Background: an optimization exercise with open tools, aiming at small area, a short achievable clock period and few clock cycles per item. Do not read the settings as production practice. Function was checked by simulation only, so behaviour that the tests miss may differ from the original.

==> inputs of lagoon <==
// himg_qmap
module himg_qmap (
    input  wire        clk,
    input  wire        rst,         
    input  wire        in_valid,
    output wire        in_ready,
    input  wire [1:0]  in_op,
    input  wire [15:0] in_data,
    output wire        out_valid,
    input  wire        out_ready,
    output wire [15:0] out_data
);
==> flow/config.mk <==
export PLATFORM = sky130hd
export DESIGN_NAME = himg_qmap
export DESIGN_NICKNAME = himg_qmap
export VERILOG_FILES = /design/flow/design.v
export SDC_FILE = /design/flow/constraint.sdc
export NUM_CORES = 4
export LEC_CHECK = 0
export ABC_AREA = 1
export CAP_MARGIN = 20
export CORE_MARGIN = 2
export CORE_UTILIZATION = 45
export PLACE_DENSITY = 0.6
export SLEW_MARGIN = 20
==> flow/constraint.sdc <==
create_clock -name core_clock -period 14.0 [get_ports {clk}]
set_input_delay 2.8000 -clock core_clock [delete_from_list [all_inputs] [get_ports {clk}]]
set_output_delay 2.8000 -clock core_clock [all_outputs]
set_load 0.01 [all_outputs]
run.sh (not shown) runs the stock make flow with config.mk's settings and CLKGATE_MAP_FILE= SYNTH_SCRIPT=/design/flow/synth_recipe.tcl, a recipe that flattens the netlist after the stock synthesis.
==> inputs of garnet, as changes to lagoon <==
--- a/flow/config.mk
+++ b/flow/config.mk
@@ -8,6 +8,6 @@
 export ABC_AREA = 1
 export CAP_MARGIN = 20
 export CORE_MARGIN = 2
-export CORE_UTILIZATION = 45
-export PLACE_DENSITY = 0.6
+export CORE_UTILIZATION = 65
+export PLACE_DENSITY = 0.75
 export SLEW_MARGIN = 20
==> inputs of yarrow, as changes to lagoon <==
--- a/flow/config.mk
+++ b/flow/config.mk
@@ -6,8 +6,8 @@
 export NUM_CORES = 4
 export LEC_CHECK = 0
 export ABC_AREA = 1
-export CAP_MARGIN = 20
+export CAP_MARGIN = 50
 export CORE_MARGIN = 2
-export CORE_UTILIZATION = 45
-export PLACE_DENSITY = 0.6
-export SLEW_MARGIN = 20
+export CORE_UTILIZATION = 55
+export PLACE_DENSITY = 0.65
+export SLEW_MARGIN = 70
==> impl_metrics.ini <==
[global_routing]
grt_first_pass_wirelength_um = 243000
antenna_found_initial = 3
grt_max_degree = 77
grt_use_met3_pct = 4.80

[critical_path]
critPathMaxFanout = 16

[clock_tree]
cts_made_buffers = 81
clock_latency_ns = 0.66

[floorplanning]
coreArea_sq_mm = 0.0869
tap_cells = 1155

[route]
finalWirelength_um = 154000

[sta]
finClkSkew_ns = 0.0303

[worst_hold_path]
min-delay-start = p10_q[2]
whs_endpoint = p11_q[3]

[status]
outcome = complete, no violations

[placement]
dp_slack_ns = 9.18
dpl_cell_area_sq_mm = 0.0585
The numbers above come from garnet.

==> impl_metrics.ini <==
[placement]
dpl_cell_area_sq_mm = 0.0591

[floorplanning]
coreArea_sq_mm = 0.126
tap_cells = 1650

[route]
finalWirelength_um = 150000

[global_routing]
antenna_found_initial = 2
grt_max_degree = 86
grt_first_pass_wirelength_um = 239000
grt_use_met3_pct = 2.88

[sta]
finClkSkew_ns = 0.0398

[worst_hold_path]
whs_endpoint = p11_k[1]
min-delay-start = p10_k[1]

[clock_tree]
clock_latency_ns = 0.69

[critical_path]
critPathMaxFanout = 14

[status]
outcome = complete, no violations
The numbers above come from lagoon.

==> impl_metrics.ini <==
[status]
outcome = complete, no violations

[floorplanning]
coreArea_sq_mm = 0.103

[route]
finalWirelength_um = 154000

[sta]
finClkSkew_ns = 0.0261

[global_routing]
antenna_found_initial = 2
grt_max_degree = 49

[clock_tree]
clock_latency_ns = 0.65

[worst_hold_path]
whs_endpoint = p7_q[3]

[placement]
dpl_cell_area_sq_mm = 0.0596
dp_slack_ns = 9.49

[power_and_ir_drop]
The numbers above come from yarrow.

Testbench counts of lagoon, summed over its fixed seeds: cycles 3,568, items 3,072.
Testbench counts of garnet, summed over its fixed seeds: cycles 3,568, items 3,072.
Testbench counts of yarrow, summed over its fixed seeds: cycles 3,568, items 3,072.

## separate check: timing with driven ports
The results above use ideal ports. As a check the final layouts listed here were re-extracted and re-timed, cells and wires unchanged. Step 1, drivers: a clkbuf_16 drives clk and a buf_2 each remaining input, both assumed. Step 2 times the ports against the registers' clock, not the clock port: input delays grow and output delays shrink by t, the midpoint of the rising clock arrivals with the driver on. Slacks: ideal / step 1 / step 2; pairs: ideal / step 1.
| run | shift t [ns] | setup WS [ns] | worst hold slack (ns) | worst register clock-pin slew, ns | worst data-port slew with drivers (ns) |
|---|---|---|---|---|---|
| lagoon | 0.748 | 9.370 / 9.326 / 9.119 | 0.413 / 0.413 / 0.413 | 0.07 / 0.07 | 0.06 |
| garnet | 0.713 | 9.417 / 9.417 / 9.118 | 0.413 / 0.413 / 0.413 | 0.07 / 0.07 | 0.04 |
| yarrow | 0.710 | 9.478 / 9.407 / 9.491 | 0.412 / 0.412 / 0.412 | 0.08 / 0.08 | 0.05 |
After both steps setup and hold are still met in every run listed. The setup slack of garnet, which loses most, moves by 0.000 ns with the drivers and by -0.299 ns with both steps.
